From an optimization exercise on the open Yosys and OpenROAD flow, aimed at a short achievable clock period and few clock cycles; shortcuts taken in it are not production practice.
No run shown here included a check of the RTL's function; only the layout flow was run.
Power figures rest on the tool's default switching activity, not on a simulated workload.

==> flow/design.v (outline; a module is shown in full before it is edited, if it fits) <==
// module mips_divider: 113 lines
// module mips_core: 561 lines
// module mips_ks_add: 29 lines
// module mips_mul_s1: 1517 lines
// module mips_mul_s2: 136 lines
module mips_core (
    input  wire        clk,
    input  wire        rst,            
    input  wire [31:0] text_base,      
    output wire [31:0] imem_addr,
    input  wire [31:0] imem_rdata,
    output wire [31:0] dmem_addr,
    output wire        dmem_re,
    output wire        dmem_we,
    output wire [3:0]  dmem_wstrb,
    output wire [31:0] dmem_wdata,
    input  wire [31:0] dmem_rdata,
    output wire        retire_valid,
    output wire [31:0] retire_pc,
    output wire        retire_we,      
    output wire [4:0]  retire_rd,
    output wire [31:0] retire_wdata,
    output reg         halted,
    output reg  [3:0]  halt_cause,
    output reg  [31:0] halt_pc
);
  // ...
==> flow/flow/run.sh <==
#!/bin/bash
# The standard layout (the standard.sh, unchanged synthesis), with the
# timing repair steps asked to leave SETUP_MARGIN ns of setup slack so that
# they also work on paths far shorter than the clock period.
set -euo pipefail
cd "$(dirname "$0")/.."
SETUP_MARGIN=$(cat flow/setup_margin)
bash standard.sh SETUP_SLACK_MARGIN="$SETUP_MARGIN" finish > make_finish.log 2>&1
==> flow/flow/setup_margin <==
8.5
==> flow/standard.sh <==
#!/bin/bash
# synth_recipe.tcl (not shown) runs the flow's synth.tcl, then flattens the netlist and writes it again
# the make line also repeats each setting of config.mk as NAME=value (left out here)
make -C /OpenROAD-flow-scripts/flow DESIGN_CONFIG=/design/flow/config.mk WORK_HOME=/design/flow/orfs CLKGATE_MAP_FILE= SYNTH_SCRIPT=/design/flow/synth_recipe.tcl "${@:-finish}"
==> flow/config.mk <==
export PLATFORM = sky130hd
export DESIGN_NAME = mips_core
export DESIGN_NICKNAME = mips_core
export VERILOG_FILES = /design/flow/design.v
export SDC_FILE = /design/flow/constraint.sdc
export NUM_CORES = 4
export LEC_CHECK = 0
export CAP_MARGIN = 20
export CELL_PAD_IN_SITES_DETAIL_PLACEMENT = 1
export CELL_PAD_IN_SITES_GLOBAL_PLACEMENT = 2
export CORE_MARGIN = 2
export CORE_UTILIZATION = 40
export PLACE_DENSITY = 0.6
export SLEW_MARGIN = 20
==> flow/constraint.sdc <==
create_clock -name core_clock -period 12.5 [get_ports {clk}]
set_input_delay 2.5000 -clock core_clock [delete_from_list [all_inputs] [get_ports {clk}]]
set_output_delay 2.5000 -clock core_clock [all_outputs]
set_load 0.01 [all_outputs]
==> results.txt, run 1 <==
Status:
- The run finished with no timing, DRC or antenna violations.

Setup path:
- The most critical setup path has its endpoint at pc_f[21].
- The category of cells accounting for the largest share of critical-path delay is simple AND/OR/NAND/NOR gates.
- STA classifies the critical path endpoint as a flip-flop.
- The count of buffer and inverter cells on the critical path is 6.
- The highest net fanout along the worst path is 7.
- The capture instance of the worst register-to-register path is pc_f[21].
- The largest incremental delay on the critical path is between 500 and 600 ps.

Timing:
- The clock arrives with 73.8 ps of skew.
- The worst path in the final design needs a cycle of roughly 4500 ps, including I/O delays and setup.
- The final max-slew violation count is 0.
- The final number of hold-violating endpoints is 0.
- The upper clock frequency limit is 223 MHz.
- The worst hold slack across all endpoints is 317 ps.

Layout:
- Summing all flip-flop and latch instances after layout gives approximately 60000 um^2.
- The ratio of cells with drive above 1 in the final layout is around 25%.
- Leaving out fill and tap cells, the most frequent cell in the layout is sky130_fd_sc_hd__edfxtp_1.
- Leaving out filler cells and counting taps, the final layout contains 19200.
- The number of clock buffers in the layout is 390.
- Non-clock buffering takes up 8.10% of total cell area after layout.

Logic synthesis:
- After Yosys synthesis, and, or, nand and nor cells account for a little over a tenth of the synthesized area.
- Dividing the synthesized area by the synthesized cell count gives around 11 um^2.
- In the post-synthesis netlist, the cell with the most instances is sky130_fd_sc_hd__edfxtp_1.
- The synthesized netlist contains just over 90 unique library cells.
- The proportion of synthesized area in mux cells is about 15%.
- The cell count after synthesis came out at approximately 13000.
- The flip-flop and latch count after synthesis is 2358.
- The cell taking the most area after synthesis is sky130_fd_sc_hd__edfxtp_1.
- The number of synthesized flops with an enable pin is 1397.

GRT:
- The number of antenna violations at the first check in global routing is 66.
- The number of global-route vias before repair was 126000.

Floorplanning:
- The width of the die is 616 um.

Power and ir drop:
- The power share of the sequential group is around 25%.
- In this run the power spent charging and discharging nets is roughly 18000 uW.
- The power of the combinational group is 21900 uW.
- The power of the clock network is 8770 uW.

Run:
- The tool flagged a number of max-cap violations equal to 0.

Drt:
- Once detail routing completed, the nets flagged for antenna violations numbered 0.
- The vias per cell is between 6 and 7.
- The number of optimization iterations in the first detailed-route pass is 7.
- The met2 wire length is 342000 um.

Min path:
- The startpoint identified for the worst hold timing path is de_pc[30].
- The worst hold path was traced through 0 stages.
==> module mips_core, before the edit <==
module mips_core (
    input  wire        clk,
    input  wire        rst,            
    input  wire [31:0] text_base,      
    output wire [31:0] imem_addr,
    input  wire [31:0] imem_rdata,
    output wire [31:0] dmem_addr,
    output wire        dmem_re,
    output wire        dmem_we,
    output wire [3:0]  dmem_wstrb,
    output wire [31:0] dmem_wdata,
    input  wire [31:0] dmem_rdata,
    output wire        retire_valid,
    output wire [31:0] retire_pc,
    output wire        retire_we,      
    output wire [4:0]  retire_rd,
    output wire [31:0] retire_wdata,
    output reg         halted,
    output reg  [3:0]  halt_cause,
    output reg  [31:0] halt_pc
);
  localparam [3:0] CAUSE_NONE         = 4'd0;
  localparam [3:0] CAUSE_ILLEGAL      = 4'd1;
  localparam [3:0] CAUSE_OVERFLOW     = 4'd2;
  localparam [3:0] CAUSE_DIV_ZERO     = 4'd3;
  localparam [3:0] CAUSE_DIV_OVERFLOW = 4'd4;
  localparam [3:0] CAUSE_MISALIGN_MEM = 4'd5;
  localparam [3:0] CAUSE_MISALIGN_JMP = 4'd6;
  localparam [3:0] CAUSE_SYSCALL      = 4'd7;
  localparam [3:0] CAUSE_BREAK        = 4'd8;
  localparam [3:0] CAUSE_TRAP         = 4'd9;
  localparam R_ADD  = 0;    
  localparam R_SLT  = 1;    
  localparam R_AND  = 2;
  localparam R_OR   = 3;
  localparam R_XOR  = 4;
  localparam R_NOR  = 5;
  localparam R_LUI  = 6;
  localparam R_SH   = 7;    
  localparam R_LINK = 8;    
  localparam NR     = 9;
  reg [31:0] pc_f;           
  reg [31:0] ras;            
  reg        stop;           
  reg        fd_valid;
  reg [31:0] fd_instr;
  reg [31:0] fd_pc;
  reg [31:0] fd_pc4;
  reg        fd_pt;          
  reg [31:0] fd_ptgt;        
  reg        de_valid;
  reg [31:0] de_pc;
  reg [31:0] de_pc4;
  reg [31:0] de_a;           
  reg [31:0] de_b;           
  reg [31:0] de_st;          
  reg        fa_m, fa_w;     
  reg        fb_m, fb_w;     
  reg        fs_m, fs_w;     
  reg [15:0] de_imm;
  reg [4:0]  de_shamt;
  reg [NR-1:0] de_rsel;
  reg        de_sub;         
  reg        de_sltu;        
  reg        de_ovf;         
  reg        de_shv;         
  reg        de_shr;         
  reg        de_sha;         
  reg [4:0]  de_rd;          
  reg        de_late;        
  reg        de_load;
  reg        de_store;
  reg [1:0]  de_size;        
  reg        de_lsign;       
  reg        de_br;          
  reg [1:0]  de_brk;         
  reg        de_jr;          
  reg        de_pt;
  reg [31:0] de_ptgt;
  reg [31:0] de_btgt;        
  reg        de_mul;
  reg        de_div;
  reg        de_mds;         
  reg        de_mthi, de_mtlo, de_mfhi, de_mflo;
  reg [3:0]  de_cause;       
  reg        de_bad;         
  reg        de_mem;         
  reg [31:0] de_bx;          
  reg        em_valid;       
  reg        em_fault;
  reg [3:0]  em_cause;
  reg [31:0] em_pc;
  reg [31:0] em_result;
  reg [31:0] em_addr;
  reg [4:0]  em_rd;
  reg        em_load;
  reg [1:0]  em_size;
  reg        em_lsign;
  reg        em_mfhi, em_mflo;
  reg        em_re, em_we;
  reg [3:0]  em_wstrb;
  reg [31:0] em_wdata;
  reg        mw_valid;
  reg        mw_we;          
  reg        mw_fault;
  reg [3:0]  mw_cause;
  reg [31:0] mw_pc;
  reg [4:0]  mw_rd;
  reg [31:0] mw_result;
  reg [31:0] gpr [1:31];
  reg [31:0] hi;
  reg [31:0] lo;
  assign retire_valid = mw_valid;
  assign retire_pc    = mw_pc;
  assign retire_we    = mw_we;
  assign retire_rd    = mw_rd;
  assign retire_wdata = mw_result;
  wire w_we = mw_we;
  integer i;
  always @(posedge clk) begin
    if (rst) begin
      for (i = 1; i < 32; i = i + 1)
        gpr[i] <= 32'd0;
    end else if (w_we) begin
      gpr[mw_rd] <= mw_result;
    end
  end
  always @(posedge clk) begin
    if (rst) begin
      halted     <= 1'b0;
      halt_cause <= CAUSE_NONE;
      halt_pc    <= 32'd0;
    end else if (mw_fault) begin
      halted     <= 1'b1;
      halt_cause <= mw_cause;
      halt_pc    <= mw_pc;
    end
  end
  wire [5:0]  d_opc   = fd_instr[31:26];
  wire [5:0]  d_funct = fd_instr[5:0];
  wire [4:0]  d_rs    = fd_instr[25:21];
  wire [4:0]  d_rt    = fd_instr[20:16];
  wire [4:0]  d_rdf   = fd_instr[15:11];
  reg         d_urs, d_urt;    
  reg         d_immb;          
  reg         d_zext;          
  reg [NR-1:0] d_rsel;
  reg         d_sub, d_sltu, d_ovf, d_shv, d_shr, d_sha;
  reg [4:0]   d_rd;
  reg         d_late, d_load, d_store, d_lsign;
  reg [1:0]   d_size;
  reg         d_br, d_jr;
  reg [1:0]   d_brk;
  reg         d_mul, d_div, d_mds, d_mthi, d_mtlo, d_mfhi, d_mflo;
  reg [3:0]   d_cause;
  always @* begin
    d_urs = 1'b0; d_urt = 1'b0; d_immb = 1'b0; d_zext = 1'b0;
    d_rsel = {NR{1'b0}};
    d_sub = 1'b0; d_sltu = 1'b0; d_ovf = 1'b0;
    d_shv = 1'b0; d_shr = 1'b0; d_sha = 1'b0;
    d_rd = 5'd0;
    d_late = 1'b0; d_load = 1'b0; d_store = 1'b0; d_lsign = 1'b0; d_size = 2'd2;
    d_br = 1'b0; d_brk = d_opc[1:0]; d_jr = 1'b0;
    d_mul = 1'b0; d_div = 1'b0; d_mds = 1'b0;
    d_mthi = 1'b0; d_mtlo = 1'b0; d_mfhi = 1'b0; d_mflo = 1'b0;
    d_cause = CAUSE_NONE;
    case (d_opc)
      6'h00: begin
        case (d_funct)
          6'h00, 6'h02, 6'h03: begin
            d_urt = 1'b1; d_rd = d_rdf; d_rsel[R_SH] = 1'b1;
            d_shr = d_funct[1]; d_sha = d_funct[0];
          end
          6'h04, 6'h06, 6'h07: begin
            d_urs = 1'b1; d_urt = 1'b1; d_rd = d_rdf; d_rsel[R_SH] = 1'b1;
            d_shv = 1'b1; d_shr = d_funct[1]; d_sha = d_funct[0];
          end
          6'h08: begin d_urs = 1'b1; d_jr = 1'b1; end
          6'h09: begin d_urs = 1'b1; d_jr = 1'b1; d_rd = d_rdf; d_rsel[R_LINK] = 1'b1; end
          6'h0C: d_cause = CAUSE_SYSCALL;
          6'h0D: d_cause = CAUSE_BREAK;
          6'h10: begin d_rd = d_rdf; d_late = 1'b1; d_mfhi = 1'b1; end
          6'h11: begin d_urs = 1'b1; d_mthi = 1'b1; end
          6'h12: begin d_rd = d_rdf; d_late = 1'b1; d_mflo = 1'b1; end
          6'h13: begin d_urs = 1'b1; d_mtlo = 1'b1; end
          6'h18, 6'h19: begin d_urs = 1'b1; d_urt = 1'b1; d_mul = 1'b1; d_mds = ~d_funct[0]; end
          6'h1A, 6'h1B: begin d_urs = 1'b1; d_urt = 1'b1; d_div = 1'b1; d_mds = ~d_funct[0]; end
          6'h20, 6'h21, 6'h22, 6'h23: begin
            d_urs = 1'b1; d_urt = 1'b1; d_rd = d_rdf; d_rsel[R_ADD] = 1'b1;
            d_sub = d_funct[1]; d_ovf = ~d_funct[0];
          end
          6'h24: begin d_urs = 1'b1; d_urt = 1'b1; d_rd = d_rdf; d_rsel[R_AND] = 1'b1; end
          6'h25: begin d_urs = 1'b1; d_urt = 1'b1; d_rd = d_rdf; d_rsel[R_OR]  = 1'b1; end
          6'h26: begin d_urs = 1'b1; d_urt = 1'b1; d_rd = d_rdf; d_rsel[R_XOR] = 1'b1; end
          6'h27: begin d_urs = 1'b1; d_urt = 1'b1; d_rd = d_rdf; d_rsel[R_NOR] = 1'b1; end
          6'h2A, 6'h2B: begin
            d_urs = 1'b1; d_urt = 1'b1; d_rd = d_rdf; d_rsel[R_SLT] = 1'b1;
            d_sub = 1'b1; d_sltu = d_funct[0];
          end
          default: d_cause = CAUSE_ILLEGAL;
        endcase
      end
      6'h02: ;
      6'h03: begin d_rd = 5'd31; d_rsel[R_LINK] = 1'b1; end
      6'h04, 6'h05: begin d_urs = 1'b1; d_urt = 1'b1; d_br = 1'b1; end
      6'h06, 6'h07: begin d_urs = 1'b1; d_br = 1'b1; end
      6'h08, 6'h09: begin
        d_urs = 1'b1; d_immb = 1'b1; d_rd = d_rt; d_rsel[R_ADD] = 1'b1; d_ovf = ~d_opc[0];
      end
      6'h0A, 6'h0B: begin
        d_urs = 1'b1; d_immb = 1'b1; d_rd = d_rt; d_rsel[R_SLT] = 1'b1;
        d_sub = 1'b1; d_sltu = d_opc[0];
      end
      6'h0C: begin d_urs = 1'b1; d_immb = 1'b1; d_zext = 1'b1; d_rd = d_rt; d_rsel[R_AND] = 1'b1; end
      6'h0D: begin d_urs = 1'b1; d_immb = 1'b1; d_zext = 1'b1; d_rd = d_rt; d_rsel[R_OR]  = 1'b1; end
      6'h0E: begin d_urs = 1'b1; d_immb = 1'b1; d_zext = 1'b1; d_rd = d_rt; d_rsel[R_XOR] = 1'b1; end
      6'h0F: begin d_rd = d_rt; d_rsel[R_LUI] = 1'b1; end
      6'h1A: d_cause = CAUSE_TRAP;
      6'h20, 6'h21, 6'h23, 6'h24, 6'h25: begin
        d_urs = 1'b1; d_rd = d_rt; d_late = 1'b1; d_load = 1'b1;
        d_size = d_opc[1:0] == 2'b11 ? 2'd2 : {1'b0, d_opc[0]};
        d_lsign = ~d_opc[2];
      end
      6'h28, 6'h29, 6'h2B: begin
        d_urs = 1'b1; d_urt = 1'b1; d_store = 1'b1;
        d_size = d_opc[1:0] == 2'b11 ? 2'd2 : {1'b0, d_opc[0]};
      end
      default: d_cause = CAUSE_ILLEGAL;
    endcase
  end
  wire d_rs_use = d_urs && (d_rs != 5'd0);
  wire d_rt_use = d_urt && (d_rt != 5'd0);
  wire e_lhaz = de_valid && de_late &&
                ((d_rs_use && (de_rd == d_rs)) || (d_rt_use && (de_rd == d_rt)));
  wire div_busy;
  wire div_soon;             
  wire div_free_next;        
  wire d_hilo = d_mthi || d_mtlo || d_mfhi || d_mflo || d_mul;
  wire e_div_pend = de_valid && de_div;
  wire d_mdhaz = ((d_hilo || d_div) && e_div_pend) ||
                 (d_hilo && div_busy && !div_soon) ||
                 (d_div && div_busy && !div_free_next);
  wire redir;                
  wire d_stall = fd_valid && (e_lhaz || d_mdhaz);
  wire d_issue = fd_valid && !d_stall && !redir;
  wire m_wr = em_valid && (em_rd != 5'd0);
  wire e_wr = de_valid && (de_rd != 5'd0);
  wire n_fa_m = d_urs && e_wr && (de_rd == d_rs);
  wire n_fa_w = d_urs && !n_fa_m && m_wr && (em_rd == d_rs);
  wire n_fs_m = d_urt && e_wr && (de_rd == d_rt);
  wire n_fs_w = d_urt && !n_fs_m && m_wr && (em_rd == d_rt);
  wire [31:0] rf_rs = (d_rs == 5'd0) ? 32'd0 :
                      (w_we && (mw_rd == d_rs)) ? mw_result : gpr[d_rs];
  wire [31:0] rf_rt = (d_rt == 5'd0) ? 32'd0 :
                      (w_we && (mw_rd == d_rt)) ? mw_result : gpr[d_rt];
  wire [31:0] d_imm = d_zext ? {16'd0, fd_instr[15:0]} : {{16{fd_instr[15]}}, fd_instr[15:0]};
  wire [31:0] d_btgt = fd_pc4 + {{14{fd_instr[15]}}, fd_instr[15:0], 2'b00};
  wire        e_valid = de_valid && !stop;
  wire [31:0] ea = fa_m ? em_result : fa_w ? mw_result : de_a;
  wire [31:0] eb = fb_m ? em_result : fb_w ? mw_result : de_b;
  wire [31:0] es = fs_m ? em_result : fs_w ? mw_result : de_st;
  wire [31:0] e_simm = {{16{de_imm[15]}}, de_imm};
  wire [31:0] e_bx  = fb_m ? (em_result ^ {32{de_sub}}) :
                      fb_w ? (mw_result ^ {32{de_sub}}) : de_bx;
  wire [31:0] e_sum_lo;
  wire        e_sum_c;
  mips_ks_add #(.W(32)) u_alu_add (.a(ea), .b(e_bx), .cin(de_sub), .sum(e_sum_lo), .cout(e_sum_c));
  wire [32:0] e_sum = {e_sum_c, e_sum_lo};
  wire        e_ovf = (ea[31] == e_bx[31]) && (e_sum[31] != ea[31]);
  wire        e_lt  = de_sltu ? ~e_sum[32] :
                      ((ea[31] != eb[31]) ? ea[31] : e_sum[31]);
  wire [4:0]  e_sha = de_shv ? ea[4:0] : de_shamt;
  reg  [31:0] e_shin;
  reg  [31:0] e_shrev;
  always @* begin
    for (i = 0; i < 32; i = i + 1)
      e_shin[i] = de_shr ? eb[i] : eb[31 - i];
  end
  wire        e_shfill = de_sha & eb[31];
  wire [31:0] e_shout = $signed({e_shfill, e_shin}) >>> e_sha;
  always @* begin
    for (i = 0; i < 32; i = i + 1)
      e_shrev[i] = de_shr ? e_shout[i] : e_shout[31 - i];
  end
  wire [31:0] e_result =
      ({32{de_rsel[R_ADD]}}  & e_sum[31:0]) |
      ({32{de_rsel[R_SLT]}}  & {31'd0, e_lt}) |
      ({32{de_rsel[R_AND]}}  & (ea & eb)) |
      ({32{de_rsel[R_OR]}}   & (ea | eb)) |
      ({32{de_rsel[R_XOR]}}  & (ea ^ eb)) |
      ({32{de_rsel[R_NOR]}}  & ~(ea | eb)) |
      ({32{de_rsel[R_LUI]}}  & {de_imm, 16'd0}) |
      ({32{de_rsel[R_SH]}}   & e_shrev) |
      ({32{de_rsel[R_LINK]}} & de_pc4);
  wire [31:0] e_addr;
  mips_ks_add #(.W(32)) u_addr_add (.a(ea), .b(e_simm), .cin(1'b0), .sum(e_addr), .cout());
  wire        e_mis  = (de_size == 2'd1 && e_addr[0]) ||
                       (de_size == 2'd2 && e_addr[1:0] != 2'b00);
  wire        e_eq    = (ea == es);
  wire        e_azero = (ea == 32'd0);
  reg         e_taken;
  always @* begin
    case (de_brk)
      2'd0: e_taken = e_eq;
      2'd1: e_taken = !e_eq;
      2'd2: e_taken = ea[31] || e_azero;
      default: e_taken = !ea[31] && !e_azero;
    endcase
  end
  wire e_dzero = (es == 32'd0);
  wire e_dovf  = de_mds && (ea == 32'h80000000) && (es == 32'hFFFFFFFF);
  wire e_f_ovf  = de_ovf && e_ovf;
  wire e_f_mis  = de_mem && e_mis;
  wire e_f_jmis = de_jr && (ea[1:0] != 2'b00);
  wire e_f_div  = de_div && (e_dzero || e_dovf);
  wire e_any    = de_bad || e_f_ovf || e_f_mis || e_f_jmis || e_f_div;
  reg [3:0] e_cause;
  always @* begin
    e_cause = de_cause;
    if (de_cause == CAUSE_NONE) begin
      if (de_ovf && e_ovf)                        e_cause = CAUSE_OVERFLOW;
      else if ((de_load || de_store) && e_mis)    e_cause = CAUSE_MISALIGN_MEM;
      else if (de_jr && ea[1:0] != 2'b00)         e_cause = CAUSE_MISALIGN_JMP;
      else if (de_div && e_dzero)                 e_cause = CAUSE_DIV_ZERO;
      else if (de_div && e_dovf)                  e_cause = CAUSE_DIV_OVERFLOW;
    end
  end
  wire e_fault = e_valid && e_any;
  wire e_ok    = e_valid && !e_any;
  wire e_br_mis = de_br && (e_taken != de_pt);
  wire e_jr_mis = de_jr && (ea[1:0] == 2'b00) && (!de_pt || (ea != de_ptgt));
  assign redir  = e_valid && (e_br_mis || e_jr_mis);
  wire [31:0] redir_pc = de_jr ? ea : (e_taken ? de_btgt : de_pc4);
  reg [3:0]  e_wstrb;
  reg [31:0] e_wdata;
  always @* begin
    case (de_size)
      2'd0: begin e_wstrb = 4'b0001 << e_addr[1:0]; e_wdata = {4{es[7:0]}}; end
      2'd1: begin e_wstrb = e_addr[1] ? 4'b1100 : 4'b0011; e_wdata = {2{es[15:0]}}; end
      default: begin e_wstrb = 4'b1111; e_wdata = es; end
    endcase
  end
  wire [34:0] e_bb = {{2{de_mds & es[31]}}, es, 1'b0};
  reg  [16:0] e_sng, e_dbl, e_neg;
  always @* begin
    for (i = 0; i < 17; i = i + 1) begin
      e_sng[i] = e_bb[2*i+1] ^ e_bb[2*i];
      e_dbl[i] = (e_bb[2*i+2] & ~e_bb[2*i+1] & ~e_bb[2*i]) |
                 (~e_bb[2*i+2] & e_bb[2*i+1] & e_bb[2*i]);
      e_neg[i] = e_bb[2*i+2];
    end
  end
  reg         m1_mul, m1_mthi, m1_mtlo;
  reg [32:0]  m1_a;
  reg [16:0]  m1_sng, m1_dbl, m1_neg;
  reg [31:0]  m1_val;
  wire [191:0] m1_rows;
  reg         m2_mul;
  reg [191:0] m2_rows;
  wire [63:0] m2_prod;
  mips_mul_s1 u_mul1 (.a(m1_a), .sng(m1_sng), .dbl(m1_dbl), .neg(m1_neg), .rows(m1_rows));
  mips_mul_s2 u_mul2 (.rows(m2_rows), .p(m2_prod));
  wire        div_done;
  wire [31:0] div_q;
  wire [31:0] div_r;
  mips_divider u_div (
      .clk       (clk),
      .rst       (rst),
      .start     (e_valid && de_div && !e_dzero && !e_dovf),
      .is_signed (de_mds),
      .dividend  (ea),
      .divisor   (es),
      .busy      (div_busy),
      .soon      (div_soon),
      .free_next (div_free_next),
      .done      (div_done),
      .quotient  (div_q),
      .remainder (div_r)
  );
  always @(posedge clk) begin
    if (rst) begin
      m1_mul  <= 1'b0;
      m1_mthi <= 1'b0;
      m1_mtlo <= 1'b0;
      m2_mul  <= 1'b0;
      hi      <= 32'd0;
      lo      <= 32'd0;
    end else begin
      m1_mul  <= e_valid && de_mul;       
      m1_mthi <= e_valid && de_mthi;
      m1_mtlo <= e_valid && de_mtlo;
      m2_mul  <= m1_mul;
      if (m1_mthi)
        hi <= m1_val;
      else if (m2_mul)
        hi <= m2_prod[63:32];
      else if (div_done)
        hi <= div_r;
      if (m1_mtlo)
        lo <= m1_val;
      else if (m2_mul)
        lo <= m2_prod[31:0];
      else if (div_done)
        lo <= div_q;
    end
  end
  always @(posedge clk) begin
    m1_a    <= {de_mds & ea[31], ea};
    m1_sng  <= e_sng;
    m1_dbl  <= e_dbl;
    m1_neg  <= e_neg;
    m1_val  <= ea;
    m2_rows <= m1_rows;
  end
  assign dmem_addr  = em_addr;
  assign dmem_re    = em_re;
  assign dmem_we    = em_we;
  assign dmem_wstrb = em_wstrb;
  assign dmem_wdata = em_wdata;
  wire [7:0]  m_byte = em_addr[1] ? (em_addr[0] ? dmem_rdata[31:24] : dmem_rdata[23:16])
                                  : (em_addr[0] ? dmem_rdata[15:8]  : dmem_rdata[7:0]);
  wire [15:0] m_half = em_addr[1] ? dmem_rdata[31:16] : dmem_rdata[15:0];
  reg  [31:0] m_result;
  always @* begin
    if (em_load) begin
      case (em_size)
        2'd0:    m_result = {{24{em_lsign & m_byte[7]}}, m_byte};
        2'd1:    m_result = {{16{em_lsign & m_half[15]}}, m_half};
        default: m_result = dmem_rdata;
      endcase
    end else if (em_mfhi) begin
      m_result = m2_mul ? m2_prod[63:32] : hi;
    end else if (em_mflo) begin
      m_result = m2_mul ? m2_prod[31:0] : lo;
    end else begin
      m_result = em_result;
    end
  end
  assign imem_addr = pc_f;
  wire [31:0] f_ir   = imem_rdata;
  wire [31:0] f_pc4  = pc_f + 32'd4;
  wire        f_j    = (f_ir[31:27] == 5'b00001);                   
  wire        f_jal  = (f_ir[31:26] == 6'h03) ||
                       ((f_ir[31:26] == 6'h00) && (f_ir[5:0] == 6'h09));
  wire        f_jr31 = (f_ir[31:26] == 6'h00) && (f_ir[5:0] == 6'h08) && (f_ir[25:21] == 5'd31);
  wire        f_br   = (f_ir[31:28] == 4'b0001);
  wire        f_brt  = f_br && ((f_ir[27:26] == 2'b01) || f_ir[15]);    
  wire [29:0] f_bsum;
  mips_ks_add #(.W(30)) u_br_add (.a(pc_f[31:2]), .b({{14{f_ir[15]}}, f_ir[15:0]}), .cin(1'b1),
                                  .sum(f_bsum), .cout());
  wire [31:0] f_btgt  = {f_bsum, 2'b00};
  wire [31:0] f_jtgt  = {f_pc4[31:28], f_ir[25:0], 2'b00};
  wire        f_pt    = f_j || f_jr31 || f_brt;
  wire [31:0] f_next  = f_j ? f_jtgt : f_jr31 ? ras : f_brt ? f_btgt : f_pc4;
  wire        f_acc   = !d_stall;      
  always @(posedge clk) begin
    if (rst) begin
      pc_f     <= text_base;
      ras      <= 32'd0;
      stop     <= 1'b0;
      fd_valid <= 1'b0;
      de_valid <= 1'b0;
      em_valid <= 1'b0;
      em_fault <= 1'b0;
      em_re    <= 1'b0;
      em_we    <= 1'b0;
      mw_valid <= 1'b0;
      mw_we    <= 1'b0;
      mw_fault <= 1'b0;
    end else begin
      if (e_fault)
        stop <= 1'b1;
      if (redir)
        pc_f <= redir_pc;
      else if (f_acc)
        pc_f <= f_next;
      if (!redir && f_acc && f_jal)
        ras <= f_pc4;
      if (redir)
        fd_valid <= 1'b0;
      else if (f_acc)
        fd_valid <= 1'b1;
      de_valid <= d_issue;
      em_valid <= e_ok;
      em_fault <= e_fault;
      em_re    <= e_valid && de_load && !e_mis;
      em_we    <= e_valid && de_store && !e_mis;
      mw_valid <= em_valid;
      mw_we    <= m_wr;
      mw_fault <= em_fault;
    end
  end
  always @(posedge clk) begin
    if (f_acc) begin
      fd_instr <= f_ir;
      fd_pc    <= pc_f;
      fd_pc4   <= f_pc4;
      fd_pt    <= f_pt;
      fd_ptgt  <= ras;
    end
    de_pc    <= fd_pc;
    de_pc4   <= fd_pc4;
    de_a     <= rf_rs;
    de_b     <= d_immb ? d_imm : rf_rt;
    de_st    <= rf_rt;
    fa_m     <= n_fa_m;
    fa_w     <= n_fa_w;
    fb_m     <= n_fs_m && !d_immb;
    fb_w     <= n_fs_w && !d_immb;
    fs_m     <= n_fs_m;
    fs_w     <= n_fs_w;
    de_imm   <= fd_instr[15:0];
    de_shamt <= fd_instr[10:6];
    de_rsel  <= d_rsel;
    de_sub   <= d_sub;
    de_sltu  <= d_sltu;
    de_ovf   <= d_ovf;
    de_shv   <= d_shv;
    de_shr   <= d_shr;
    de_sha   <= d_sha;
    de_rd    <= d_rd;
    de_late  <= d_late;
    de_load  <= d_load;
    de_store <= d_store;
    de_size  <= d_size;
    de_lsign <= d_lsign;
    de_br    <= d_br;
    de_brk   <= d_brk;
    de_jr    <= d_jr;
    de_pt    <= fd_pt;
    de_ptgt  <= fd_ptgt;
    de_btgt  <= d_btgt;
    de_mul   <= d_mul;
    de_div   <= d_div;
    de_mds   <= d_mds;
    de_mthi  <= d_mthi;
    de_mtlo  <= d_mtlo;
    de_mfhi  <= d_mfhi;
    de_mflo  <= d_mflo;
    de_cause <= d_cause;
    de_bad   <= (d_cause != CAUSE_NONE);
    de_mem   <= d_load || d_store;
    de_bx    <= (d_immb ? d_imm : rf_rt) ^ {32{d_sub}};
    em_cause <= e_cause;
    em_pc    <= de_pc;
    em_result <= e_result;
    em_addr  <= e_addr;
    em_rd    <= de_rd;
    em_load  <= de_load;
    em_size  <= de_size;
    em_lsign <= de_lsign;
    em_mfhi  <= de_mfhi;
    em_mflo  <= de_mflo;
    em_wstrb <= e_wstrb;
    em_wdata <= e_wdata;
    mw_cause  <= em_cause;
    mw_pc     <= em_pc;
    mw_rd     <= em_rd;
    mw_result <= m_result;
  end
endmodule
==> run 2, diff against run 1 <==
--- a/flow/design.v
+++ b/flow/design.v
@@ -155,2 +155,3 @@
   reg [31:0] pc_f;           
+  reg [31:0] imem_pc;        
   reg [31:0] ras;            
@@ -169,5 +170,5 @@
   reg [31:0] de_st;          
-  reg        fa_m, fa_w;     
-  reg        fb_m, fb_w;     
-  reg        fs_m, fs_w;     
+  reg        fa_m;           
+  reg        fb_m;           
+  reg        fs_m;           
   reg [15:0] de_imm;
@@ -215,4 +216,7 @@
   reg [31:0] em_wdata;
+  reg [31:0] m_result;       
   reg        mw_valid;
   reg        mw_we;          
+  reg [31:1] mw_wen;         
+  reg [31:0] mw_wdata;       
   reg        mw_fault;
@@ -229,4 +233,3 @@
   assign retire_rd    = mw_rd;
-  assign retire_wdata = mw_result;
-  wire w_we = mw_we;
+  assign retire_wdata = mw_wdata;
   integer i;
@@ -236,4 +239,6 @@
         gpr[i] <= 32'd0;
-    end else if (w_we) begin
-      gpr[mw_rd] <= mw_result;
+    end else begin
+      for (i = 1; i < 32; i = i + 1)
+        if (mw_wen[i])
+          gpr[i] <= mw_result;
     end
@@ -361,9 +366,9 @@
   wire n_fa_m = d_urs && e_wr && (de_rd == d_rs);
-  wire n_fa_w = d_urs && !n_fa_m && m_wr && (em_rd == d_rs);
   wire n_fs_m = d_urt && e_wr && (de_rd == d_rt);
-  wire n_fs_w = d_urt && !n_fs_m && m_wr && (em_rd == d_rt);
-  wire [31:0] rf_rs = (d_rs == 5'd0) ? 32'd0 :
-                      (w_we && (mw_rd == d_rs)) ? mw_result : gpr[d_rs];
-  wire [31:0] rf_rt = (d_rt == 5'd0) ? 32'd0 :
-                      (w_we && (mw_rd == d_rt)) ? mw_result : gpr[d_rt];
+  wire m_rs = m_wr && (em_rd == d_rs);
+  wire m_rt = m_wr && (em_rd == d_rt);
+  wire [31:0] rf_rs = (d_rs == 5'd0) ? 32'd0 : m_rs ? m_result :
+                      mw_wen[d_rs] ? mw_result : gpr[d_rs];
+  wire [31:0] rf_rt = (d_rt == 5'd0) ? 32'd0 : m_rt ? m_result :
+                      mw_wen[d_rt] ? mw_result : gpr[d_rt];
   wire [31:0] d_imm = d_zext ? {16'd0, fd_instr[15:0]} : {{16{fd_instr[15]}}, fd_instr[15:0]};
@@ -371,8 +376,7 @@
   wire        e_valid = de_valid && !stop;
-  wire [31:0] ea = fa_m ? em_result : fa_w ? mw_result : de_a;
-  wire [31:0] eb = fb_m ? em_result : fb_w ? mw_result : de_b;
-  wire [31:0] es = fs_m ? em_result : fs_w ? mw_result : de_st;
+  wire [31:0] ea = fa_m ? em_result : de_a;
+  wire [31:0] eb = fb_m ? em_result : de_b;
+  wire [31:0] es = fs_m ? em_result : de_st;
   wire [31:0] e_simm = {{16{de_imm[15]}}, de_imm};
-  wire [31:0] e_bx  = fb_m ? (em_result ^ {32{de_sub}}) :
-                      fb_w ? (mw_result ^ {32{de_sub}}) : de_bx;
+  wire [31:0] e_bx  = fb_m ? (em_result ^ {32{de_sub}}) : de_bx;
   wire [31:0] e_sum_lo;
@@ -481,3 +485,3 @@
       .rst       (rst),
-      .start     (e_valid && de_div && !e_dzero && !e_dovf),
+      .start     (e_valid && de_div),    
       .is_signed (de_mds),
@@ -535,3 +539,2 @@
   wire [15:0] m_half = em_addr[1] ? dmem_rdata[31:16] : dmem_rdata[15:0];
-  reg  [31:0] m_result;
   always @* begin
@@ -551,3 +554,3 @@
   end
-  assign imem_addr = pc_f;
+  assign imem_addr = imem_pc;
   wire [31:0] f_ir   = imem_rdata;
@@ -571,2 +574,3 @@
       pc_f     <= text_base;
+      imem_pc  <= text_base;
       ras      <= 32'd0;
@@ -581,2 +585,3 @@
       mw_we    <= 1'b0;
+      mw_wen   <= 31'd0;
       mw_fault <= 1'b0;
@@ -589,3 +594,3 @@
         pc_f <= f_next;
-      if (!redir && f_acc && f_jal)
+      if (f_acc && f_jal)
         ras <= f_pc4;
@@ -602,2 +607,5 @@
       mw_we    <= m_wr;
+      for (i = 1; i < 32; i = i + 1)
+        mw_wen[i] <= m_wr && (em_rd == i);
+      imem_pc  <= redir ? redir_pc : f_acc ? f_next : pc_f;
       mw_fault <= em_fault;
@@ -619,7 +627,4 @@
     fa_m     <= n_fa_m;
-    fa_w     <= n_fa_w;
     fb_m     <= n_fs_m && !d_immb;
-    fb_w     <= n_fs_w && !d_immb;
     fs_m     <= n_fs_m;
-    fs_w     <= n_fs_w;
     de_imm   <= fd_instr[15:0];
@@ -672,2 +677,4 @@
     mw_result <= m_result;
+    if (em_valid)
+      mw_wdata <= m_result;
   end
==> results.txt, run 2 <==
Clock tree:
- The H-tree generated during clock tree synthesis spans 5 levels.
- The root cell of the clock tree is sky130_fd_sc_hd__clkbuf_16.
- Clock-pin slew was measured on the worst setup and hold paths at ~60 ps.
- Counting along the longest clock path gives a buffer depth of 4.
- TritonCTS built the clock tree.
- TritonCTS created 293 clock buffers.
- The later pin in the worst-skew pair is clocked with a latency of 980 ps.
- For this design, the sink count on the clock tree is 2376.

Setup path:
- The largest individual stage delay along the critical path comes from the cell sky130_fd_sc_hd__edfxtp_1.
- The highest net fanout along the worst path is 1 (-6).
- The depth of the most critical reg-to-reg path is 15.
- The count of buffer and inverter cells on the critical path was 1 (-5).
- The critical path data arrival time is 1970 ps.
- The worst setup path is launched from a flip-flop.
- The worst setup slack for register-to-register paths is 8190 ps.
- The critical path goes through buf_2.
- The largest incremental delay on the critical path was 800 ps (+230 ps).
- At the worst endpoint, the required time is ~10000 ps.
- The endpoint identified for the worst register-to-register timing path is mw_wdata[28].
- The critical path is of the flip-flop to output port type.
- The category of the worst setup path capture point is an output port.
- The startpoint identified for the worst register-to-register timing path is m2_rows[156].
- The category of cells accounting for the largest share of critical-path delay is flip-flops.

Power and ir drop:
- VDD sags by at most 0.246 mV.
- The clock network is responsible for about a quarter of the overall power.
- The design internal power is between 20000 and 25000 uW.
- Per report_power, the combinational group accounts for 51.3% of the total.
- The total net switching power is 16400 uW (-6.9%).
- The reported leakage power is between 0.06 and 0.07 uW.
- The switching share of power is 43.5%.
- The power share of the sequential group is 25.1% (+0.4 points).
- The total power density per cell area is 213 nW/um^2.

Timing:
- The setup TNS after final layout is 0 ps.
- At the pin with the least slew margin, the transition time is 1230 ps.
- The final max-slew violation count was 0 (unchanged).
- The maximum clock skew at final layout is 68.2 ps (-5.58 ps).
- The final number of hold-violating endpoints was 0 (unchanged).
- Setup violations remaining at the end of the flow were counted as 0.
- The upper clock frequency limit was 224 MHz (+0.23%).
- In this run the tightest slew margin relative to its limit is 17.6%.
- The worst hold slack across all endpoints is 321 ps (+4.62 ps).
- The final critical path time including I/O delays and setup is 4470 ps (-10.1 ps).
- Setup repair after global routing could not meet its margin everywhere.
- In the finished design, the share of the clock period the worst path needs comes to 35.8%.
- The final setup slack of the worst path is 8030 ps.

Logic synthesis:
- The post-synthesis net count is between 15000 and 20000.
- Sorting the synthesized cells by area gives the leading types as sky130_fd_sc_hd__dfxtp_1 27%, sky130_fd_sc_hd__mux2i_1 9.3%, sky130_fd_sc_hd__edfxtp_1 8.4%.
- The register area share after synthesis is 35.5%.
- During synthesis, Yosys emitted a total of 37 warnings.
- The biggest area contributor in the post-synthesis netlist is sky130_fd_sc_hd__dfxtp_1.
- The cell area that synthesis handed to floorplanning was 146000 um^2.
- The average instance area after synthesis came to 9.22 um^2 (-17%).
- The most common flop cell mapped by yosys is sky130_fd_sc_hd__dfxtp_1.
- The post-synthesis compound-gate area fraction is a little under a fifth.
- Of the total synthesized cell area, the portion taken by XOR and XNOR cells is 6.86%.
- By area, the combinational part of the netlist is dominated by compound AO/OA/AOI/OAI gates.
- The number of instances in the synthesized netlist came to 15800 (+18%).
- The proportion of synthesized area in mux cells was 11.0% (-3.7 points).
- The number of synthesized flops with an enable pin came to 405 (-71%).
- The distinct cell type count after synthesis is 100 (+7.5%).
- Of the total synthesized cell area, the portion taken by full adders, half adders and majority gates is 10.6%.
- After synthesis, the most frequently instantiated cells are 1971 x sky130_fd_sc_hd__dfxtp_1, 1820 x sky130_fd_sc_hd__nor2_1, 1348 x sky130_fd_sc_hd__mux2i_1.
- The most common cell in the netlist is sky130_fd_sc_hd__dfxtp_1.
- The flip-flop and latch count after synthesis was 2376 (+0.76%).
- In the synthesized netlist the async set-or-reset flop fraction comes to 0%.
- The post-synthesis share of cell area spent on and, or, nand and nor gates was 11.4% (+0.84 points).
- The synthesized design devotes to its leading area cell type 27.1% of total area.

Floorplanning:
- The chip height is 607 um.
- For this design the top-level I/O count stands at 308.
- The number of core rows is between 200 and 250.
- The die covers 369000 um^2.
- The area of the core region is 362000 um^2.
- The initial standard-cell utilization of the core is 40.2%.
- The width of the die is 607 um (-1.4%).

GRT:
- The number of global-route vias before repair came to 142000 (+12%).
- The global-route wire length before repair is 1150000 um.
- Entering global routing, the biggest net connects ~200 pins.
- The number of antenna violations at the first check in global routing is 64 (-3.0%).
- Global routing consumed, over all layers together, 44.0% of the routing resources.
- The total overflow left after global routing is 0.

Drt:
- The wire length per cell after detailed routing is 40.3 um.
- The vias per cell came to 6.72 (+5.0%).
- The routed layout has 143000 vias.
- The residual antenna-violating net count after detailed routing is 0 (unchanged).
- After detailed routing, the number of remaining DRC violations is 0.
- The number of violations reported at the end of detailed-routing iteration 0 is 18900.
- The post-detailed-routing wire length is 855000 um.
- The number of optimization iterations in the first detailed-route pass is 9 (+2).

Layout:
- The net count of the finished layout is approximately 17000.
- In the final layout, the registers with the most flip-flops are gpr x992, m2_rows x186.
- More flip-flops sit in one register than any other, and that register is gpr.
- From synthesis to final layout, the design area changed by 21.7%.
- The number of flip-flops in the largest register is 992.
- The final-layout fill cell count is 39700.
- In the layout the commonest cells are 1801 x sky130_fd_sc_hd__dfxtp_1, 1756 x sky130_fd_sc_hd__nor2_1, 1324 x sky130_fd_sc_hd__mux2i_1.
- The ratio of cells with drive above 1 in the final layout is 18.9% (-5.8 points).
- The most common library cell in the layout ignoring fill and taps is sky130_fd_sc_hd__dfxtp_1.

Min path:
- The hold path endpoint is em_pc[17].
- The launch point of the worst hold path is de_pc[17].
- The class of the worst hold path is flip-flop to flip-flop.
- The number of instances on the worst hold path was 0 (unchanged).

Status:
- The run finished with no timing, DRC or antenna violations.

Place:
- Once detailed placement completed, the half-perimeter wirelength came to 559000 um.
- The placer congestion estimate is 1.04.
- OpenSTA, run right after detailed placement, puts the worst setup slack at around 5700 ps.
- Port buffering added just over 300 buffers.

Run:
- The number of max-cap violations is 0 (unchanged).
## run 2: layout make-up
class / instances / area, um^2 / share of cell area (%)
multi-input cells: 11300 / 92600 / 52.3
flip-flops and latches: 2376 / 52000 / 29.3
repair buffers: 1421 / 13700 / 7.76
clock buffers: 411 / 8440 / 4.77
well taps: 4794 / 6000 / 3.38
inverters: 729 / 2850 / 1.61
clock inverters: 117 / 1400 / 0.792
diodes: 46 / 115 / 0.0650
repair inverters: 3 / 22.5 / 0.0127
## run 2: per-stage QoR
stage          std cells  util, %  cell area [um^2]  total power (uW)
5_1_grt            21200     48.9            177000             39200
3_3_place_gp       20000     42.6            154000             24100
2_1_floorplan      15800        -            146000             18200
4_1_cts            20900     47.2            171000             35300
3_5_place_dp       20000     42.6            154000             24300
6_report           21200     48.9            177000             37700
## run 2: how the worst max path moves through the flow
| stage | slack (ps) | depth (start not counted) | end | from |
|---|---|---|---|---|
| finish | 8030 | 1 | retire_wdata[10] | mw_wdata[10] |
| floorplan | 7380 | 12 | imem_pc[29] | imem_rdata[1] |
| detailed placement | 5740 | 12 | imem_pc[29] | fa_m |
| CTS | 8110 | 13 | imem_pc[29] | imem_rdata[1] |
| global placement | 6140 | 12 | imem_pc[31] | fa_m |
| global route | 8020 | 1 | retire_wdata[29] | mw_wdata[29] |
## run 2: logic make-up after synthesis
logic type,Yosys count
AO/OA/AOI/OAI,3981
XOR/XNOR,1140
adder cells (fa/ha/maj),948
buffers and inverters,2114
flip-flops,2376
multiplexers,1504
AND/OR/NAND/NOR,3730
## run 2: layer usage
layer / global-route usage [%] / routed length, um / share of wire, %
met2: 63.9 / 353000 / 41
met1: 55.5 / 325000 / 38
met4: 33.8 / 81200 / 9.5
met3: 11.7 / 95700 / 11
met5: 0 / 237 / 0.028
## run 2: power by group through the flow
stage / sequential, uW / clock (uW) / combinational, uW
after global placement: 9630 / 0 / 14500
after floorplan: 9140 / 0 / 9100
final: 9460 / 8930 / 19300
after CTS: 9420 / 8990 / 16900
after detailed placement: 9640 / 0 / 14700
after global routing: 9480 / 9300 / 20400
## run 2: repair_timing
item / 4_1_cts / 5_1_grt
hold buffers: 0 / 0
pin swaps: 204 / 318
setup endpoints to repair: 1077 / 710
gates resized for setup: 1949 / 723
gates cloned: 22 / 22
setup buffers: 354 / 260
==> run 3, diff against run 2 <==
--- a/flow/design.v
+++ b/flow/design.v
@@ -155,3 +155,2 @@
   reg [31:0] pc_f;           
-  reg [31:0] imem_pc;        
   reg [31:0] ras;            
@@ -193,3 +192,4 @@
   reg [31:0] de_ptgt;
-  reg [31:0] de_btgt;        
+  reg [31:0] de_rtgt;        
+  reg        de_bk;          
   reg        de_mul;
@@ -204,3 +204,4 @@
   reg        em_fault;
-  reg [3:0]  em_cause;
+  reg [3:0]  em_dcause;      
+  reg        em_f_ovf, em_f_mis, em_f_jmis, em_f_dz, em_f_dovf;
   reg [31:0] em_pc;
@@ -217,2 +218,3 @@
   reg [31:0] m_result;       
+  wire [3:0] m_cause;        
   reg        mw_valid;
@@ -415,13 +417,9 @@
                        (de_size == 2'd2 && e_addr[1:0] != 2'b00);
-  wire        e_eq    = (ea == es);
-  wire        e_azero = (ea == 32'd0);
-  reg         e_taken;
-  always @* begin
-    case (de_brk)
-      2'd0: e_taken = e_eq;
-      2'd1: e_taken = !e_eq;
-      2'd2: e_taken = ea[31] || e_azero;
-      default: e_taken = !ea[31] && !e_azero;
-    endcase
-  end
+  wire        e_eq_aa = (de_a == de_st);
+  wire        e_eq_ma = (em_result == de_st);
+  wire        e_eq_am = (de_a == em_result);
+  wire        e_eq    = fa_m ? (fs_m ? 1'b1 : e_eq_ma) : (fs_m ? e_eq_am : e_eq_aa);
+  wire        e_azero = fa_m ? (em_result == 32'd0) : (de_a == 32'd0);
+  wire        e_le    = ea[31] || e_azero;                 
+  wire        e_tgt_ok = fa_m ? (em_result == de_ptgt) : (de_a == de_ptgt);
   wire e_dzero = (es == 32'd0);
@@ -433,19 +431,8 @@
   wire e_any    = de_bad || e_f_ovf || e_f_mis || e_f_jmis || e_f_div;
-  reg [3:0] e_cause;
-  always @* begin
-    e_cause = de_cause;
-    if (de_cause == CAUSE_NONE) begin
-      if (de_ovf && e_ovf)                        e_cause = CAUSE_OVERFLOW;
-      else if ((de_load || de_store) && e_mis)    e_cause = CAUSE_MISALIGN_MEM;
-      else if (de_jr && ea[1:0] != 2'b00)         e_cause = CAUSE_MISALIGN_JMP;
-      else if (de_div && e_dzero)                 e_cause = CAUSE_DIV_ZERO;
-      else if (de_div && e_dovf)                  e_cause = CAUSE_DIV_OVERFLOW;
-    end
-  end
   wire e_fault = e_valid && e_any;
   wire e_ok    = e_valid && !e_any;
-  wire e_br_mis = de_br && (e_taken != de_pt);
-  wire e_jr_mis = de_jr && (ea[1:0] == 2'b00) && (!de_pt || (ea != de_ptgt));
+  wire e_br_mis = de_br && ((de_brk[1] ? e_le : e_eq) ^ de_bk);
+  wire e_jr_mis = de_jr && (ea[1:0] == 2'b00) && (!de_pt || !e_tgt_ok);
   assign redir  = e_valid && (e_br_mis || e_jr_mis);
-  wire [31:0] redir_pc = de_jr ? ea : (e_taken ? de_btgt : de_pc4);
+  wire [31:0] redir_pc = de_jr ? ea : de_rtgt;
   reg [3:0]  e_wstrb;
@@ -539,2 +526,8 @@
   wire [15:0] m_half = em_addr[1] ? dmem_rdata[31:16] : dmem_rdata[15:0];
+  assign m_cause = em_dcause |
+                   (em_f_ovf  ? CAUSE_OVERFLOW     : CAUSE_NONE) |
+                   (em_f_mis  ? CAUSE_MISALIGN_MEM : CAUSE_NONE) |
+                   (em_f_jmis ? CAUSE_MISALIGN_JMP : CAUSE_NONE) |
+                   (em_f_dz   ? CAUSE_DIV_ZERO     : CAUSE_NONE) |
+                   (em_f_dovf && !em_f_dz ? CAUSE_DIV_OVERFLOW : CAUSE_NONE);
   always @* begin
@@ -554,3 +547,3 @@
   end
-  assign imem_addr = imem_pc;
+  assign imem_addr = pc_f;
   wire [31:0] f_ir   = imem_rdata;
@@ -569,3 +562,3 @@
   wire        f_pt    = f_j || f_jr31 || f_brt;
-  wire [31:0] f_next  = f_j ? f_jtgt : f_jr31 ? ras : f_brt ? f_btgt : f_pc4;
+  wire [31:0] f_next  = f_brt ? f_btgt : f_j ? f_jtgt : f_jr31 ? ras : f_pc4;
   wire        f_acc   = !d_stall;      
@@ -574,3 +567,2 @@
       pc_f     <= text_base;
-      imem_pc  <= text_base;
       ras      <= 32'd0;
@@ -609,3 +601,2 @@
         mw_wen[i] <= m_wr && (em_rd == i);
-      imem_pc  <= redir ? redir_pc : f_acc ? f_next : pc_f;
       mw_fault <= em_fault;
@@ -649,3 +640,4 @@
     de_ptgt  <= fd_ptgt;
-    de_btgt  <= d_btgt;
+    de_rtgt  <= fd_pt ? fd_pc4 : d_btgt;
+    de_bk    <= d_brk[0] ^ fd_pt;
     de_mul   <= d_mul;
@@ -661,3 +653,8 @@
     de_bx    <= (d_immb ? d_imm : rf_rt) ^ {32{d_sub}};
-    em_cause <= e_cause;
+    em_dcause <= de_cause;
+    em_f_ovf  <= e_f_ovf;
+    em_f_mis  <= e_f_mis;
+    em_f_jmis <= e_f_jmis;
+    em_f_dz   <= de_div && e_dzero;
+    em_f_dovf <= de_div && e_dovf;
     em_pc    <= de_pc;
@@ -673,3 +670,3 @@
     em_wdata <= e_wdata;
-    mw_cause  <= em_cause;
+    mw_cause  <= m_cause;
     mw_pc     <= em_pc;
==> flow/flow/setup_margin (replaced) <==
9.0
--- a/flow/config.mk
+++ b/flow/config.mk
@@ -11,4 +11,4 @@
 export CORE_MARGIN = 2
-export CORE_UTILIZATION = 40
-export PLACE_DENSITY = 0.6
+export CORE_UTILIZATION = 50
+export PLACE_DENSITY = 0.65
 export SLEW_MARGIN = 20
==> results.txt, run 3 <==
Status:
- Progress stopped at global routing.
- The flow did not finish.
- The tool reported: "[ERROR GRT-0232] Routing congestion too high. Check the congestion heatmap in the GUI".

Timing:
- The critical endpoint after global-route timing repair is de_bx[23]$_DFF_P_/D.
- The worst endpoint kind after the last repair is a register data pin.

Logic synthesis:
- The distinct cell type count after synthesis is 115 (+15%).
- The number of synthesized flops with an enable pin is 405 (unchanged).
- The flip-flop and latch count after synthesis is 2380 (+0.17%).
- The post-synthesis net count is 16700 (-0.72%).
- The register area share after synthesis was 35.8% (+0.37 points).
- The share of async-settable or async-resettable flops after synthesis is 0% (unchanged).
- In the synthesized netlist the dominant register cell turns out to be sky130_fd_sc_hd__dfxtp_1.
- The most common cell in the netlist is sky130_fd_sc_hd__dfxtp_1.
- In the synthesized netlist, the cells that appear most often are 1975 x sky130_fd_sc_hd__dfxtp_1, 1825 x sky130_fd_sc_hd__nor2_1, 1365 x sky130_fd_sc_hd__mux2i_1.
- The count of synthesis-stage warnings from yosys is 37 (unchanged).
- The cell taking the most area after synthesis is sky130_fd_sc_hd__dfxtp_1.
- The average instance area after synthesis is 9.21 um^2 (-0.11%).
- The number of instances in the synthesized netlist was 15700 (-0.77%).
- By area the synthesized netlist is led by sky130_fd_sc_hd__dfxtp_1 27%, sky130_fd_sc_hd__mux2i_1 9.5%, sky130_fd_sc_hd__edfxtp_1 8.4%.
- The top-area cell type share of the netlist area is 27.4% (+0.30 points).
- The mapped cell area is 144000 um^2 (-0.88%).

GRT:
- The number of antenna violations at the first check in global routing is 144.
- The largest net degree at the start of global routing is 230.
- The total routing usage reported by global routing is ~72%.
- The overflow left after global routing is 298.

Clock tree:
- The number of clock buffers inserted by TritonCTS is 275 (-6.1%).
- The number of hold buffers added after cts is 0 (unchanged).
- The number of buffers between clock root and the deepest sink is 4 (unchanged).
- In this run the clock root is driven by a sky130_fd_sc_hd__clkbuf_16.
- The sink count of the clock tree is 2380 (+0.17%).
- The CTS H-tree depth came to 5 (unchanged).

Floorplanning:
- The number of core rows is 197 (-11%).
- The chip height was 541 um (-11%).
- The top-level port count is 308 (unchanged).
- The initial standard-cell utilization of the core was 50.2% (+10 points).
- The width of the die came to 541 um (-11%).

Place:
- The count of input and output buffers was 307 (unchanged).
- The placer congestion estimate is 1.02 (-1.1%).
- The HPWL after detailed placement is 496000 um (-11%).
- The number of placed cells counting well taps is 18800 (-5.8%).
-- run 3: cell families after synthesis --
group                    Yosys count  synth area share, %
AND/OR/NAND/NOR                 3805                 11.7
XOR/XNOR                        1161                 7.05
adder cells (fa/ha/maj)          948                 10.7
multiplexers                    1473                 10.7
flip-flops                      2380                 35.8
AO/OA/AOI/OAI                   3828                 18.5
buffers and inverters           2076                 5.49
-- run 3: power by group through the flow --
stage	logic (uW)	registers, uW	clock network [uW]
2_1_floorplan	10100	9270	0
3_3_place_gp	15700	9720	0
3_5_place_dp	16200	9760	0
4_1_cts	21100	9510	8630
-- run 3: repair_timing --
item | 4_1_cts
gates resized for setup | 3144
gates cloned | 78
pin swaps | 605
buffers inserted | 780
endpoints found under the setup margin | 1304
endpoints found under the hold margin | 0
-- run 3: worst min-delay path by stage --
stage | depth (start not counted) | endpoint | slack [ps] | startpoint
after CTS | 0 | mw_pc[2] | 330 | em_pc[2]
after detailed placement | 0 | mw_pc[27] | 310 | em_pc[27]
after global placement | 0 | mw_pc[30] | 310 | em_pc[30]
after floorplan | 0 | em_dcause[0] | 310 | de_cause[0]
-- run 3: layer usage --
| metal | overflow | global-route usage (%) |
|---|---|---|
| met1 | 57 | 76.0 |
| met5 | 6 | 38.1 |
| met3 | 31 | 56.9 |
| met4 | 101 | 62.0 |
| met2 | 103 | 87.1 |
-- run 3: metrics by stage --
step | util, % | cell area [um^2] | worst slack, ps
CTS | 61.9 | 178000 | 7880
floorplan | - | 146000 | 7480
global placement | 52.7 | 152000 | 6190
detailed placement | 52.7 | 152000 | 6160
==> run 4, diff against run 3 <==
--- a/flow/design.v
+++ b/flow/design.v
@@ -162,2 +162,3 @@
   reg        fd_pt;          
+  reg        fd_bfix;        
   reg [31:0] fd_ptgt;        
@@ -365,2 +366,3 @@
   wire d_issue = fd_valid && !d_stall && !redir;
+  wire d_fix   = fd_valid && !d_stall && fd_bfix;    
   wire m_wr = em_valid && (em_rd != 5'd0);
@@ -556,6 +558,8 @@
   wire        f_brt  = f_br && ((f_ir[27:26] == 2'b01) || f_ir[15]);    
-  wire [29:0] f_bsum;
-  mips_ks_add #(.W(30)) u_br_add (.a(pc_f[31:2]), .b({{14{f_ir[15]}}, f_ir[15:0]}), .cin(1'b1),
-                                  .sum(f_bsum), .cout());
-  wire [31:0] f_btgt  = {f_bsum, 2'b00};
+  wire [15:0] f_tlo;
+  wire        f_tc;
+  mips_ks_add #(.W(16)) u_br_add (.a(f_pc4[17:2]), .b(f_ir[15:0]), .cin(1'b0),
+                                  .sum(f_tlo), .cout(f_tc));
+  wire [31:0] f_btgt  = {f_pc4[31:18], f_tlo, 2'b00};
+  wire        f_bfix  = f_brt && (f_tc != f_ir[15]);
   wire [31:0] f_jtgt  = {f_pc4[31:28], f_ir[25:0], 2'b00};
@@ -584,2 +588,4 @@
         pc_f <= redir_pc;
+      else if (d_fix)
+        pc_f <= d_btgt;
       else if (f_acc)
@@ -588,3 +594,3 @@
         ras <= f_pc4;
-      if (redir)
+      if (redir || d_fix)
         fd_valid <= 1'b0;
@@ -610,2 +616,3 @@
       fd_pt    <= f_pt;
+      fd_bfix  <= f_bfix;
       fd_ptgt  <= ras;
@@ -673,5 +680,5 @@
     mw_rd     <= em_rd;
-    mw_result <= m_result;
     if (em_valid)
-      mw_wdata <= m_result;
+      mw_result <= m_result;
+    mw_wdata  <= m_result;
   end
==> flow/flow/setup_margin (replaced) <==
8.5
--- a/flow/config.mk
+++ b/flow/config.mk
@@ -11,4 +11,4 @@
 export CORE_MARGIN = 2
-export CORE_UTILIZATION = 50
-export PLACE_DENSITY = 0.65
+export CORE_UTILIZATION = 40
+export PLACE_DENSITY = 0.6
 export SLEW_MARGIN = 20
==> results.txt, run 4 <==
Min path:
- The worst hold path passes through 0 cells.
- The hold path endpoint is em_pc[20].
- The startpoint identified for the worst hold timing path is de_pc[20].
- The path class of the tightest hold or removal check is flip-flop to flip-flop.

GRT:
- The number of antenna violations at the first check in global routing came to 84.
- The overflow left after global routing is 0.
- The total routing usage reported by global routing is roughly 45%.
- The largest net degree at the start of global routing is 110.
- The first global-routing pass estimated 1160000 um of wire.
- The number of global-route vias before repair is 140000.

Clock tree:
- The CTS tree is done.
- The clock network latency to the later pin of the worst-skew pair is between 900 and 1000 ps.
- The CTS H-tree depth is 5 (unchanged).
- The number of clock buffers inserted by TritonCTS came to 294 (+6.9%).
- The number of hold buffers added after cts was 0 (unchanged).
- The number of buffers between clock root and the deepest sink came to 4 (unchanged).
- Clock-pin slew was measured on the worst setup and hold paths at approximately 60 ps.
- Clock tree synthesis selected as its root buffer the cell sky130_fd_sc_hd__clkbuf_16.
- The sink count of the clock tree is 2381 (+0.042%).

Logic synthesis:
- The most used flip-flop cell after synthesis is sky130_fd_sc_hd__dfxtp_1.
- The average instance area after synthesis is 9.28 um^2 (+0.80%).
- The count of synthesis-stage warnings from yosys was 37 (unchanged).
- The number of synthesized flops with an enable pin came to 406 (+0.25%).
- The number of instances in the synthesized netlist came to 15700 (-0.13%).
- The share of async-settable or async-resettable flops after synthesis is 0% (unchanged).
- In the post-synthesis netlist, the biggest area contributors are sky130_fd_sc_hd__dfxtp_1 27%, sky130_fd_sc_hd__mux2i_1 9.4%, sky130_fd_sc_hd__edfxtp_1 8.4%.
- The largest total area in the synthesized netlist belongs to sky130_fd_sc_hd__dfxtp_1.
- The register area share after synthesis is 35.6% (-0.22 points).
- The post-synthesis net count is 16700 (-0.20%).
- The top-area cell type share of the netlist area is 27.2% (-0.18 points).
- The flip-flop and latch count after synthesis is 2381 (+0.042%).
- Counting instances in the post-synthesis netlist gives the leading cell types as 1975 x sky130_fd_sc_hd__dfxtp_1, 1863 x sky130_fd_sc_hd__nor2_1, 1367 x sky130_fd_sc_hd__mux2i_1.
- The mapped cell area came to 145000 um^2 (+0.67%).
- The distinct cell type count after synthesis is 106 (-7.8%).
- The most common cell in the netlist is sky130_fd_sc_hd__dfxtp_1.

Setup path:
- The slowest library cell on the worst path is sky130_fd_sc_hd__dfxtp_4.
- At the worst endpoint, the required time is 10000 ps.
- The depth of the most critical reg-to-reg path is 13.
- The capture instance of the worst register-to-register path is de_bx[11].
- The worst setup slack for register-to-register paths is 8310 ps.
- In this run the critical register-to-register path is launched from m2_rows[20].
- The largest incremental delay on the critical path is between 300 and 400 ps.
- By startpoint and endpoint, the worst setup path is classified as flip-flop to output port.
- Along the worst path, the maximum fanout reaches 2.
- The critical path goes through buf_12 > buf_16 > buf_8.
- The startpoint type of the worst setup path is a flip-flop.
- The category of the worst setup path capture point is an output port.
- The count of buffer and inverter cells on the critical path is 3.
- On the critical path the largest part of the delay comes from buffers and inverters.
- For the worst setup path, the data arrival time is 1770 ps.

Layout:
- The ratio of cells with drive above 1 in the final layout is approximately a fifth.
- Registers take 52200 um^2.
- After filler insertion, the fill cell instance count of the layout stands at 39500.
- More flip-flops sit in one register than any other, and that register is gpr.
- Leaving out fill and tap cells, the most frequent cell in the layout is sky130_fd_sc_hd__dfxtp_1.
- The number of nets in the layout is 17100.
- The register with the most flip-flops in the layout has 992 of them.
- The post-layout instance area is 178000 um^2.
- In the final layout, the multi-input gates occupy 92200 um^2.
- Relative to the synthesized area, the layout overhead comes to 22.2%.
- The library cells used most frequently in the layout, excluding fill and tap cells, are 1792 x sky130_fd_sc_hd__dfxtp_1, 1781 x sky130_fd_sc_hd__nor2_1, 1331 x sky130_fd_sc_hd__mux2i_1.
- The final standard cell utilization of the core is 49.0%.
- The largest registers in the layout are gpr x992, m2_rows x186.

Timing:
- The worst hold slack across all endpoints is 318 ps.
- The upper clock frequency limit is 234 MHz.
- The share of the clock period used by the worst path is approximately 34%.
- Clock skew on the completed layout was measured at about 69 ps.
- The final number of hold-violating endpoints was 0.
- Setup repair after global routing could not meet its margin everywhere.
- The final critical path time including I/O delays and setup is 4270 ps.
- Setup violations remaining at the end of the flow were counted as 0.
- The final max-slew violation count was 0.
- The normalized max-slew margin is 7.05%.
- The final setup slack of the worst path is slightly above 8000 ps.
- The slew at the pin closest to its max-slew limit is around 1400 ps.
- The setup TNS after final layout is 0 ps.

Drt:
- The total routed wire length on the met1 layer is approximately 330000 um.
- Summed over all nets, wire length on met3 after detailed routing comes to 99300 um.
- In the routed layout, each cell is associated on average with a via count of between 6 and 7.
- The uppermost layer routed is met5.
- For this block, the via count after detailed routing is 142000.
- The post-detailed-routing wire length is about 860000 um.
- Dividing the detail-routed wire length by the instance count gives between 40 and 50 um.
- For this run, design rule violations remaining after detail routing come to 0.
- The met2 wire length is ~350000 um.
- The detail route stage leaves a number of antenna-violating nets equal to 0.
- The number of optimization iterations in the first detailed-route pass is 7.
- The number of violations reported at the end of detailed-routing iteration 0 is around 19000.

Place:
- The count of input and output buffers came to 307 (unchanged).
- The post-placement cell area is 155000 um^2 (+1.9%).
- The placer congestion estimate is 0.995 (-2.9%).
- The setup slack after placement is 6460 ps (+295 ps).
- The HPWL after detailed placement is 567000 um (+14%).

Floorplanning:
- The area of the die is 368000 um^2.
- The chip height is 607 um (+12%).
- The floorplan step defined a core boundary enclosing 362000 um^2.
- The initial standard-cell utilization of the core is 40.1% (-10 points).
- The top-level port count is 308 (unchanged).
- The width of the die is 607 um (+12%).
- The number of core rows came to 221 (+12%).

Power and ir drop:
- The worst IR drop on VDD is about 0.26 mV.
- In this run the static leakage power is 0.0673 uW.
- The total power density per cell area is 209 nW/um^2.

Run:
- The number of max-cap violations is 0.

Status:
- The flow ran to the end and the layout has no timing, DRC or antenna violations.
[run 4: changes by cell type after synthesis, moves of 39 or more]
cell                       change
sky130_fd_sc_hd__nand2_1     -141
sky130_fd_sc_hd__buf_1        +55
sky130_fd_sc_hd__mux2_2       +53
sky130_fd_sc_hd__clkbuf_1     -51
sky130_fd_sc_hd__xor2_1       -51
sky130_fd_sc_hd__a22oi_1      -44
sky130_fd_sc_hd__o21ai_1      -42
sky130_fd_sc_hd__o21ai_0      -40
sky130_fd_sc_hd__nor3_1       +39
[run 4: through the flow]
step / total power (uW) / cells
2_1_floorplan: 17500 / 15700
3_3_place_gp: 23200 / 19900
3_5_place_dp: 23400 / 19900
4_1_cts: 35000 / 20800
5_1_grt: 38400 / 21200
6_report: 37100 / 21200
[run 4: logic make-up after synthesis]
| family | Yosys count | synth area share, % |
|---|---|---|
| AND/OR/NAND/NOR | 3794 | 11.7 |
| adder cells (fa/ha/maj) | 935 | 10.5 |
| multiplexers | 1562 | 11.6 |
| XOR/XNOR | 1147 | 6.92 |
| buffers and inverters | 2068 | 5.45 |
| AO/OA/AOI/OAI | 3763 | 18.3 |
| flip-flops | 2381 | 35.6 |
[run 4: repair_timing]
| action | 4_1_cts | 5_1_grt |
|---|---|---|
| pin swaps | 210 | 291 |
| endpoints found under the setup margin | 1438 | 592 |
| gates cloned | 20 | 16 |
| setup buffers | 382 | 218 |
| gates resized for setup | 1968 | 671 |
[run 4: layout make-up]
type / instances / area share [%]
antenna: 117 / 0.165
clock buffer: 406 / 4.80
clock inverter: 131 / 0.915
inverter: 698 / 1.53
multi-input combinational: 11200 / 51.9
sequential: 2381 / 29.4
tap: 4794 / 3.38
timing repair buffer: 1465 / 7.92
[run 4: worst max-delay path by stage]
stage | slack, ps | endpoint | cells after the start | from
3_5_place_dp | 6460 | de_bx[12] | 11 | dmem_rdata[31]
5_1_grt | 8230 | dmem_wdata[0] | 3 | m1_sng[0]
3_3_place_gp | 6170 | de_bx[17] | 10 | dmem_rdata[23]
4_1_cts | 8220 | dmem_wdata[0] | 3 | m1_sng[0]
6_report | 8230 | dmem_wdata[0] | 3 | m1_sng[0]
2_1_floorplan | 7840 | fd_bfix | 13 | imem_rdata[0]
[run 4: routing by layer]
metal  global-route usage, %  vias up
met5                       0        -
met4                    32.8       42
met3                    13.4     2839
met2                    64.3     9801
met1                    56.6    72400
li1                        -    57100
[run 4: power breakdown]
part,internal [uW],switching [uW]
clock,5310,3870
sequential,8590,716
combinational,6970,11600
total,20900,16200

## afterwards: timing with drivers on the ports
The flow's constraints put no driver on any port. The routed layouts listed below were extracted and timed again, unchanged, in two steps.
Step 1 (the two cells are an assumption about what drives the block):
set clk [get_ports {clk}]
set_driving_cell -lib_cell sky130_fd_sc_hd__clkbuf_16 $clk
set_driving_cell -lib_cell sky130_fd_sc_hd__buf_2 [delete_from_list [all_inputs] $clk]
Step 2, shift: input delay + t, output delay - t, t = (earliest + latest rising clock arrival at the registers) / 2. This alone moves slack from input paths to output paths.
Three values: no drivers, after step 1, after step 2; two values: the first two.
run | t (ns) | slack for setup (ns) | clock arrival spread, ns | worst slew at a driven data input, ns
run 1 | 1.052 | 8.020 / 8.020 / 7.114 | 0.085 / 0.085 | 0.09
run 2 | 1.065 | 8.030 / 7.898 / 7.135 | 0.092 / 0.093 | 0.37
run 4 | 1.065 | 8.235 / 8.124 / 7.200 | 0.078 / 0.078 | 0.41
After both steps every run listed still meets setup and hold. The setup slack of run 4, which loses most, moves by -0.111 ns with the drivers and by -1.035 ns with both steps.
